This is an optimization exercise on Yosys and OpenROAD, whose aim is small area, not a production implementation.
In this exercise RTL edits were held to simulation tests only and were not proved equivalent to the original.
The flow treats the clock pin as an ideal source. Dropping or thinning the clock tree relies on that and would not hold on a real chip.
Power and IR drop assume default switching activity.

==> flow/design.v <==
module nexa433_classifier (
    input  wire       clk_i,
    input  wire       rst_i,
    input  wire       tick_i,
    input  wire       sample_i,
    output reg  [2:0] ev             
);
    localparam [2:0] EV_NONE = 3'd0, EV_INVALID = 3'd1, EV_HIGH_SHORT = 3'd2,
                     EV_LOW_SHORT = 3'd3, EV_LOW_LONG = 3'd4, EV_SYNC = 3'd5,
                     EV_PAUSE = 3'd6;
    reg [6:0] run_len;
    reg       run_lvl;
    reg       last_hs;
    reg [6:0] run_len_nxt;
    wire at_ceil = run_len[6] & run_len[2] & run_len[1];                  
    wire at_end  = run_len[5:0] == 6'b111011;                             
    wire is_ls   = run_len[6:3] == 4'b0000 && run_len[2] && (run_len[1] | run_len[0]);  
    wire is_ll   = run_len[5:3] == 3'b010 ? (run_len[2] & run_len[1])               
                 : run_len[5:3] == 3'b011 && !(run_len[2] | (run_len[1] & run_len[0]));  
    wire is_sync = run_len[5:3] == 3'b110 && !(run_len[2] & (run_len[1] | run_len[0]));  
    always @* begin
        ev = EV_NONE;
        if (sample_i != run_lvl)
            run_len_nxt = 7'd1;
        else if (at_ceil)
            run_len_nxt = run_len;
        else
            run_len_nxt = run_len + 7'd1;
        if (sample_i != run_lvl) begin
            if (sample_i) begin
                if (is_ls)
                    ev = EV_LOW_SHORT;
                else if (is_ll)
                    ev = EV_LOW_LONG;
                else if (is_sync)
                    ev = EV_SYNC;
            end
        end else if (sample_i) begin
            if (run_len >= 7'd5)
                ev = EV_INVALID;
            else if (run_len >= 7'd2 && !last_hs)
                ev = EV_HIGH_SHORT;
        end else begin
            if (at_ceil)
                ev = EV_INVALID;
            else if (at_end)
                ev = EV_PAUSE;
        end
    end
    always @(posedge clk_i) begin
        if (rst_i) begin
            run_len <= 7'd0;
            run_lvl <= 1'b0;
            last_hs <= 1'b0;
        end else if (tick_i) begin
            run_len <= run_len_nxt;
            run_lvl <= sample_i;
            if (ev != EV_NONE)
                last_hs <= (ev == EV_HIGH_SHORT);
        end
    end
endmodule
module nexa433_assembler (
    input  wire        clk_i,
    input  wire        rst_i,
    input  wire        tick_i,
    input  wire [2:0]  ev,
    output reg         raw_valid,    
    output wire [31:0] raw,          
    output reg  [1:0]  cause         
);
    localparam [2:0] EV_NONE = 3'd0, EV_INVALID = 3'd1, EV_HIGH_SHORT = 3'd2,
                     EV_LOW_SHORT = 3'd3, EV_LOW_LONG = 3'd4, EV_SYNC = 3'd5,
                     EV_PAUSE = 3'd6;
    reg [1:0]  win_cnt;
    reg        win_ok;       
    reg        win_bit;      
    reg [32:0] acc;          
    wire       mode = (win_cnt != 2'd0) || win_ok;    
    reg [1:0]  win_cnt_nxt;
    reg        win_ok_nxt;
    reg        win_bit_nxt;
    reg        clear;
    reg        shift;
    reg        q_ok;
    assign raw = acc[31:0];
    always @* begin
        win_cnt_nxt = win_cnt;
        win_ok_nxt  = win_ok;
        win_bit_nxt = win_bit;
        clear       = 1'b0;
        shift       = 1'b0;
        raw_valid   = 1'b0;
        cause       = 2'd0;
        q_ok        = win_ok && (win_bit ? (ev == EV_LOW_SHORT) : (ev == EV_LOW_LONG));
        if (!mode) begin
            if (ev == EV_SYNC) begin
                win_ok_nxt = 1'b1;
                clear      = 1'b1;
            end
        end else begin
            case (ev)
                EV_INVALID: begin
                    win_cnt_nxt = 2'd0;
                    win_ok_nxt  = 1'b0;
                    clear       = 1'b1;
                    cause       = 2'd1;
                end
                EV_SYNC: begin
                    win_cnt_nxt = 2'd0;
                    win_ok_nxt  = 1'b1;
                    clear       = 1'b1;
                end
                EV_HIGH_SHORT, EV_LOW_SHORT, EV_LOW_LONG: begin
                    win_cnt_nxt = win_cnt + 2'd1;
                    case (win_cnt)
                        2'd0: win_ok_nxt = (ev == EV_HIGH_SHORT);
                        2'd1: begin
                            win_ok_nxt  = win_ok && (ev != EV_HIGH_SHORT);
                            win_bit_nxt = (ev == EV_LOW_LONG);
                        end
                        2'd2: win_ok_nxt = win_ok && (ev == EV_HIGH_SHORT);
                        default: begin
                            if (!q_ok) begin
                                win_ok_nxt = 1'b0;
                                clear      = 1'b1;
                                cause      = 2'd2;
                            end else if (acc[32]) begin
                                win_ok_nxt = 1'b0;
                                clear      = 1'b1;
                                cause      = 2'd3;
                            end else begin
                                win_ok_nxt = 1'b1;
                                shift      = 1'b1;
                            end
                        end
                    endcase
                end
                EV_PAUSE: begin
                    if (acc[32]) begin
                        raw_valid   = 1'b1;
                        win_cnt_nxt = 2'd0;
                        win_ok_nxt  = 1'b0;
                        clear       = 1'b1;
                    end
                end
                default: ;
            endcase
        end
    end
    always @(posedge clk_i) begin
        if (rst_i) begin
            win_cnt <= 2'd0;
            win_ok  <= 1'b0;
            win_bit <= 1'b0;
        end else if (tick_i) begin
            win_cnt <= win_cnt_nxt;
            win_ok  <= win_ok_nxt;
            win_bit <= win_bit_nxt;
        end
    end
    always @(posedge clk_i) begin
        if (rst_i || (tick_i && clear))
            acc <= 33'd1;
        else if (tick_i && shift)
            acc <= {acc[31:0], win_bit};
    end
endmodule
module nexa433_filter (
    input  wire        clk_i,
    input  wire        rst_i,
    input  wire        tick_i,
    input  wire        raw_valid,
    input  wire [31:0] raw,
    input  wire [31:0] last_raw,     
    output wire        accept,       
    output wire        dup           
);
    localparam [12:0] CD_LOAD = 13'd8002;
    reg  [12:0] cd;
    wire        active = ~&cd[12:7];
    assign dup    = raw_valid && active && (raw == last_raw);
    assign accept = raw_valid && !dup;
    always @(posedge clk_i) begin
        if (rst_i)
            cd <= 13'h1fff;
        else if (tick_i) begin
            if (accept)
                cd <= CD_LOAD;
            else if (active)
                cd <= cd - 13'd1;
        end
    end
endmodule
module nexa433_decoder (
    input  wire        clk_i,
    input  wire        rst_i,
    input  wire        tick_i,
    input  wire        sample_i,
    output reg         ev_valid_o,
    output reg  [2:0]  ev_code_o,
    output reg         pkt_valid_o,
    output reg  [31:0] pkt_raw_o,
    output wire [25:0] device_id_o,
    output wire        group_o,
    output wire        on_off_o,
    output wire [1:0]  channel_o,
    output wire [1:0]  unit_o,
    output reg         dup_o,
    output reg  [1:0]  inv_o
);
    wire [2:0]  ev;
    wire        raw_valid;
    wire [31:0] raw;
    wire [1:0]  cause;
    wire        accept;
    wire        dup;
    nexa433_classifier u_classifier (
        .clk_i(clk_i), .rst_i(rst_i), .tick_i(tick_i), .sample_i(sample_i),
        .ev(ev)
    );
    nexa433_assembler u_assembler (
        .clk_i(clk_i), .rst_i(rst_i), .tick_i(tick_i), .ev(ev),
        .raw_valid(raw_valid), .raw(raw), .cause(cause)
    );
    nexa433_filter u_filter (
        .clk_i(clk_i), .rst_i(rst_i), .tick_i(tick_i),
        .raw_valid(raw_valid), .raw(raw), .last_raw(pkt_raw_o),
        .accept(accept), .dup(dup)
    );
    always @(posedge clk_i) begin
        if (rst_i) begin
            ev_valid_o  <= 1'b0;
            ev_code_o   <= 3'd0;
            pkt_valid_o <= 1'b0;
            dup_o       <= 1'b0;
            inv_o       <= 2'd0;
        end else if (tick_i) begin
            ev_valid_o  <= 1'b1;
            ev_code_o   <= ev;
            pkt_valid_o <= accept;
            dup_o       <= dup;
            inv_o       <= cause;
        end else begin
            ev_valid_o  <= 1'b0;
            pkt_valid_o <= 1'b0;
            dup_o       <= 1'b0;
            inv_o       <= 2'd0;
        end
    end
    always @(posedge clk_i) begin
        if (rst_i)
            pkt_raw_o <= 32'd0;
        else if (tick_i && raw_valid)
            pkt_raw_o <= raw;
    end
    assign device_id_o = pkt_raw_o[31:6];
    assign group_o     = pkt_raw_o[5];
    assign on_off_o    = pkt_raw_o[4];
    assign channel_o   = pkt_raw_o[3:2];
    assign unit_o      = pkt_raw_o[1:0];
endmodule
Settings: LEC_CHECK=0, CAP_MARGIN=0, CORE_MARGIN=2, CORE_UTILIZATION=70, PLACE_DENSITY=0.75, SLEW_MARGIN=0; clock period 10.0 ns.
standard.sh (not shown) runs the stock make flow with config.mk's settings and CLKGATE_MAP_FILE= SYNTH_SCRIPT=/design/flow/synth_recipe.tcl, a recipe that flattens the netlist after the stock synthesis.
==> flow/flow/run.sh <==
#!/bin/bash
# Standard ORFS layout with these changes:
#  - synthesis leaves adders to ABC and maps logic with an area-oriented ABC script
#    (flow/area.abc); the rest of the synthesis is the standard flow's own standard script, so
#    registers and names are unchanged;
#  - port buffers use the smallest buffer cell;
#  - the clock tree is built by flow/manual_cts.tcl (one root inverter driving five
#    leaf inverters, so the registers see the clock uninverted) in place of
#    clock_tree_synthesis; the rest of ORFS's CTS step
#    (legalisation, timing repair) runs as usual.
set -euo pipefail
WORK=$(pwd)
ABC_SCRIPT="$WORK/flow/area.abc"
{
  echo 'set ::env(ADDER_MAP_FILE) ""'
  echo "proc abc {args} { set i [lsearch \$args -script]; if {\$i >= 0} { lset args [expr {\$i + 1}] {$ABC_SCRIPT} }; yosys abc {*}\$args }"
  cat "$WORK/synth_recipe.tcl"
} > "$WORK/area_synth.tcl"
bash standard.sh \
  "SYNTH_SCRIPT=$WORK/area_synth.tcl" \
  "BUFFER_PORTS_ARGS=-buffer_cell sky130_fd_sc_hd__buf_1" \
  "PRE_CTS_TCL=$WORK/flow/manual_cts.tcl" \
  "MCTS_ROOT=sky130_fd_sc_hd__inv_4" \
  "MCTS_LEAF=sky130_fd_sc_hd__inv_8" \
  "MCTS_NLEAF=5" \
  "MCTS_ITERS=0" \
  finish > standard_flow.log 2>&1
==> flow/flow/manual_cts.tcl <==
# Clock tree by hand, in place of clock_tree_synthesis: the clock port drives one
# root clock buffer (none when MCTS_ROOT is "none"), which drives MCTS_NLEAF leaf
# clock buffers (or the registers directly when MCTS_NLEAF is 0). The registers are split into groups by position
# (equal runs of the angle order around their centre, then MCTS_ITERS rounds of
# k-means with a size cap), and each leaf buffer sits at its group's centre.
# the signal input or output pin of a one-input cell (buffer or inverter)
proc mcts_pin {inst dir} {
  foreach it [$inst getITerms] {
    if { $dir eq "in" && [$it isInputSignal] } { return $it }
    if { $dir eq "out" && [$it isOutputSignal] } { return $it }
  }
  error "no $dir pin on [$inst getName]"
}

proc clock_tree_synthesis {args} {
  set root_cell $::env(MCTS_ROOT)
  set leaf_cell $::env(MCTS_LEAF)
  set nleaf $::env(MCTS_NLEAF)
  # inverting root and leaves must come in pairs so the registers see the clock
  # with its own polarity
  set inv_root [expr {[string match *inv* $root_cell]}]
  set inv_leaf [expr {$nleaf > 0 && [string match *inv* $leaf_cell]}]
  if { $inv_root != $inv_leaf } { error "clock tree would invert the clock" }
  set block [ord::get_db_block]
  set db [ord::get_db]
  set clk_net [$block findNet clk_i]
  # the register clock pins on the clock net, with their positions
  set sinks {}
  set xs 0.0; set ys 0.0
  foreach it [$clk_net getITerms] {
    if { ![$it isInputSignal] } { continue }
    set bb [[$it getInst] getBBox]
    set x [expr {([$bb xMin] + [$bb xMax]) / 2.0}]
    set y [expr {([$bb yMin] + [$bb yMax]) / 2.0}]
    lappend sinks [list $it $x $y]
    set xs [expr {$xs + $x}]; set ys [expr {$ys + $y}]
  }
  set n [llength $sinks]
  set cx [expr {$xs / $n}]; set cy [expr {$ys / $n}]

  foreach s $sinks { [lindex $s 0] disconnect }
  if { $root_cell eq "none" } {
    # the leaf buffers hang on the clock port's net itself
    set root_net $clk_net
  } else {
    set root [odb::dbInst_create $block [$db findMaster $root_cell] clkroot]
    $root setLocation [expr {int($cx)}] [expr {int($cy)}]
    $root setPlacementStatus PLACED
    set root_net [odb::dbNet_create $block clknet_root]
    $root_net setSigType CLOCK
    [mcts_pin $root in] connect $clk_net
    [mcts_pin $root out] connect $root_net
  }

  if { $nleaf == 0 } {
    foreach s $sinks { [lindex $s 0] connect $root_net }
  } else {
    # start from equal runs of the angle order around the centre
    set keyed {}
    foreach s $sinks {
      lappend keyed [list [expr {atan2([lindex $s 2] - $cy, [lindex $s 1] - $cx)}] {*}$s]
    }
    set keyed [lsort -real -index 0 $keyed]
    set centers {}
    for {set g 0} {$g < $nleaf} {incr g} {
      set lo [expr {$g * $n / $nleaf}]
      set hi [expr {($g + 1) * $n / $nleaf - 1}]
      set gx 0.0; set gy 0.0
      foreach k [lrange $keyed $lo $hi] {
        set gx [expr {$gx + [lindex $k 2]}]; set gy [expr {$gy + [lindex $k 3]}]
      }
      set m [expr {$hi - $lo + 1}]
      lappend centers [list [expr {$gx / $m}] [expr {$gy / $m}]]
      for {set si $lo} {$si <= $hi} {incr si} { set asg($si) $g }
    }
    # k-means rounds; each round assigns the nearest (sink, centre) pairs first,
    # with at most cap sinks per centre
    set cap [expr {int(ceil(1.15 * $n / $nleaf))}]
    for {set iter 0} {$iter < $::env(MCTS_ITERS)} {incr iter} {
      set pairs {}
      for {set si 0} {$si < $n} {incr si} {
        set k [lindex $keyed $si]
        for {set g 0} {$g < $nleaf} {incr g} {
          set c [lindex $centers $g]
          set d [expr {abs([lindex $k 2] - [lindex $c 0]) + abs([lindex $k 3] - [lindex $c 1])}]
          lappend pairs [list $d $si $g]
        }
      }
      set pairs [lsort -real -index 0 $pairs]
      array unset asg
      array unset cnt
      for {set g 0} {$g < $nleaf} {incr g} { set cnt($g) 0 }
      foreach p $pairs {
        lassign $p d si g
        if { [info exists asg($si)] || $cnt($g) >= $cap } { continue }
        set asg($si) $g
        incr cnt($g)
      }
      set newc {}
      for {set g 0} {$g < $nleaf} {incr g} {
        set gx 0.0; set gy 0.0; set m 0
        for {set si 0} {$si < $n} {incr si} {
          if { $asg($si) != $g } { continue }
          set k [lindex $keyed $si]
          set gx [expr {$gx + [lindex $k 2]}]; set gy [expr {$gy + [lindex $k 3]}]; incr m
        }
        if { $m > 0 } {
          lappend newc [list [expr {$gx / $m}] [expr {$gy / $m}]]
        } else {
          lappend newc [lindex $centers $g]
        }
      }
      set centers $newc
    }
    set leaf_master [$db findMaster $leaf_cell]
    for {set g 0} {$g < $nleaf} {incr g} {
      set c [lindex $centers $g]
      set leaf [odb::dbInst_create $block $leaf_master clkleaf_$g]
      $leaf setLocation [expr {int([lindex $c 0])}] [expr {int([lindex $c 1])}]
      $leaf setPlacementStatus PLACED
      set leaf_net [odb::dbNet_create $block clknet_leaf_$g]
      $leaf_net setSigType CLOCK
      [mcts_pin $leaf in] connect $root_net
      [mcts_pin $leaf out] connect $leaf_net
      for {set si 0} {$si < $n} {incr si} {
        if { $asg($si) == $g } { [lindex [lindex $keyed $si] 1] connect $leaf_net }
      }
    }
  }
  $clk_net setSigType CLOCK
  set_propagated_clock [all_clocks]
  puts "manual clock tree: $n sinks, root $root_cell, $nleaf leaves of $leaf_cell"
}
Other scripts of this flow, unchanged in this note and not shown: flow/flow/area.abc
Next try:
--- a/flow/flow/run.sh
+++ b/flow/flow/run.sh
@@ -5,7 +5,6 @@
 #    registers and names are unchanged;
 #  - port buffers use the smallest buffer cell;
-#  - the clock tree is built by flow/manual_cts.tcl (one root inverter driving five
-#    leaf inverters, so the registers see the clock uninverted) in place of
-#    clock_tree_synthesis; the rest of ORFS's CTS step
+#  - the clock tree is built by flow/manual_cts.tcl (one root buffer and a few leaf
+#    buffers) in place of clock_tree_synthesis; the rest of ORFS's CTS step
 #    (legalisation, timing repair) runs as usual.
 set -euo pipefail
--- a/flow/flow/manual_cts.tcl
+++ b/flow/flow/manual_cts.tcl
@@ -2,6 +2,5 @@
 # root clock buffer (none when MCTS_ROOT is "none"), which drives MCTS_NLEAF leaf
 # clock buffers (or the registers directly when MCTS_NLEAF is 0). The registers are split into groups by position
-# (equal runs of the angle order around their centre, then MCTS_ITERS rounds of
-# k-means with a size cap), and each leaf buffer sits at its group's centre.
+# (k-means with a size cap), and each leaf buffer sits at its group's centre.
 # the signal input or output pin of a one-input cell (buffer or inverter)
 proc mcts_pin {inst dir} {
The new run produced a clean layout; worst setup slack is unchanged; clock power barely changes; area after synthesis is unchanged; die area does not change; combinational power is about the same; hold slack does not change; final cell count does not change; total power does not change; global-route usage stays the same; first-iteration DRC count does not change; final area stays the same.
Next try:
--- a/flow/flow/run.sh
+++ b/flow/flow/run.sh
@@ -22,5 +22,5 @@
   "MCTS_ROOT=sky130_fd_sc_hd__inv_4" \
   "MCTS_LEAF=sky130_fd_sc_hd__inv_8" \
-  "MCTS_NLEAF=5" \
+  "MCTS_NLEAF=4" \
   "MCTS_ITERS=0" \
   finish > standard_flow.log 2>&1
Outcome: The changed run completed without violations. Worst hold slack improved by 0.0049 ns. Area after synthesis does not change. Sequential power is about the same. Die area stays the same. Cell count hardly moves. Final area barely changes. Setup slack got worse by 0.011 ns.
Next try:
--- a/flow/flow/run.sh
+++ b/flow/flow/run.sh
@@ -20,7 +20,7 @@
   "BUFFER_PORTS_ARGS=-buffer_cell sky130_fd_sc_hd__buf_1" \
   "PRE_CTS_TCL=$WORK/flow/manual_cts.tcl" \
-  "MCTS_ROOT=sky130_fd_sc_hd__inv_4" \
-  "MCTS_LEAF=sky130_fd_sc_hd__inv_8" \
-  "MCTS_NLEAF=4" \
+  "MCTS_ROOT=sky130_fd_sc_hd__clkbuf_4" \
+  "MCTS_LEAF=sky130_fd_sc_hd__clkbuf_8" \
+  "MCTS_NLEAF=6" \
   "MCTS_ITERS=0" \
   finish > standard_flow.log 2>&1
--- a/flow/flow/manual_cts.tcl
+++ b/flow/flow/manual_cts.tcl
@@ -1,24 +1,11 @@
 # Clock tree by hand, in place of clock_tree_synthesis: the clock port drives one
-# root clock buffer (none when MCTS_ROOT is "none"), which drives MCTS_NLEAF leaf
-# clock buffers (or the registers directly when MCTS_NLEAF is 0). The registers are split into groups by position
-# (k-means with a size cap), and each leaf buffer sits at its group's centre.
-# the signal input or output pin of a one-input cell (buffer or inverter)
-proc mcts_pin {inst dir} {
-  foreach it [$inst getITerms] {
-    if { $dir eq "in" && [$it isInputSignal] } { return $it }
-    if { $dir eq "out" && [$it isOutputSignal] } { return $it }
-  }
-  error "no $dir pin on [$inst getName]"
-}
-
+# root clock buffer, which drives MCTS_NLEAF leaf clock buffers (or the registers
+# directly when MCTS_NLEAF is 0). The registers are split into groups by position
+# (equal runs of the angle order around their centre, then MCTS_ITERS rounds of
+# k-means with a size cap), and each leaf buffer sits at its group's centre.
 proc clock_tree_synthesis {args} {
   set root_cell $::env(MCTS_ROOT)
   set leaf_cell $::env(MCTS_LEAF)
   set nleaf $::env(MCTS_NLEAF)
-  # inverting root and leaves must come in pairs so the registers see the clock
-  # with its own polarity
-  set inv_root [expr {[string match *inv* $root_cell]}]
-  set inv_leaf [expr {$nleaf > 0 && [string match *inv* $leaf_cell]}]
-  if { $inv_root != $inv_leaf } { error "clock tree would invert the clock" }
   set block [ord::get_db_block]
   set db [ord::get_db]
@@ -38,17 +25,12 @@
   set cx [expr {$xs / $n}]; set cy [expr {$ys / $n}]
 
+  set root [odb::dbInst_create $block [$db findMaster $root_cell] clkroot]
+  $root setLocation [expr {int($cx)}] [expr {int($cy)}]
+  $root setPlacementStatus PLACED
+  set root_net [odb::dbNet_create $block clknet_root]
+  $root_net setSigType CLOCK
   foreach s $sinks { [lindex $s 0] disconnect }
-  if { $root_cell eq "none" } {
-    # the leaf buffers hang on the clock port's net itself
-    set root_net $clk_net
-  } else {
-    set root [odb::dbInst_create $block [$db findMaster $root_cell] clkroot]
-    $root setLocation [expr {int($cx)}] [expr {int($cy)}]
-    $root setPlacementStatus PLACED
-    set root_net [odb::dbNet_create $block clknet_root]
-    $root_net setSigType CLOCK
-    [mcts_pin $root in] connect $clk_net
-    [mcts_pin $root out] connect $root_net
-  }
+  [$root findITerm A] connect $clk_net
+  [$root findITerm X] connect $root_net
 
   if { $nleaf == 0 } {
@@ -120,6 +102,6 @@
       set leaf_net [odb::dbNet_create $block clknet_leaf_$g]
       $leaf_net setSigType CLOCK
-      [mcts_pin $leaf in] connect $root_net
-      [mcts_pin $leaf out] connect $leaf_net
+      [$leaf findITerm A] connect $root_net
+      [$leaf findITerm X] connect $leaf_net
       for {set si 0} {$si < $n} {incr si} {
         if { $asg($si) == $g } { [lindex [lindex $keyed $si] 1] connect $leaf_net }
The changed run finished with timing, DRC and antenna clean. Power rose by 5.1%. First-iteration DRC count grows by 13%. Wire length hardly moves. Setup slack is better by 0.18 ns. Final cell count rose by 0.35%. Clock skew hardly moves. Design area rose by 0.94%.
In every run of this note, the design's own scripts or RTL, not TritonCTS, make the clock network.

separate check: timing with driven ports:
Ports are ideal in the flow. The routed layouts listed here were re-timed in OpenROAD.
Step 1: set_driving_cell puts a clkbuf_16 on clk_i and a buf_2 on each other input, an assumption about the parent block.
Step 2 times the ports against the registers' clock, not the clock port: input delays grow and output delays shrink by t, the midpoint of the rising clock arrivals with the driver on.
Slacks: ideal ports / drivers / drivers and shift; pairs: ideal ports / drivers.
run	t (ns)	slack for setup (ns)	hold WS [ns]	pins driven straight from the clock port
the first run	0.279	4.428 / 4.439 / 4.160	0.490 / 0.490 / 0.490	1
the second run	0.279	4.428 / 4.439 / 4.160	0.490 / 0.490 / 0.490	1
the third run	0.265	4.417 / 4.429 / 4.164	0.495 / 0.495 / 0.495	1
the fourth run	0.441	4.600 / 4.604 / 4.163	0.491 / 0.491 / 0.491	1
After both steps every run listed still meets setup and hold. The setup slack of the fourth run, which loses most, moves by +0.004 ns with the drivers and by -0.437 ns with both steps.
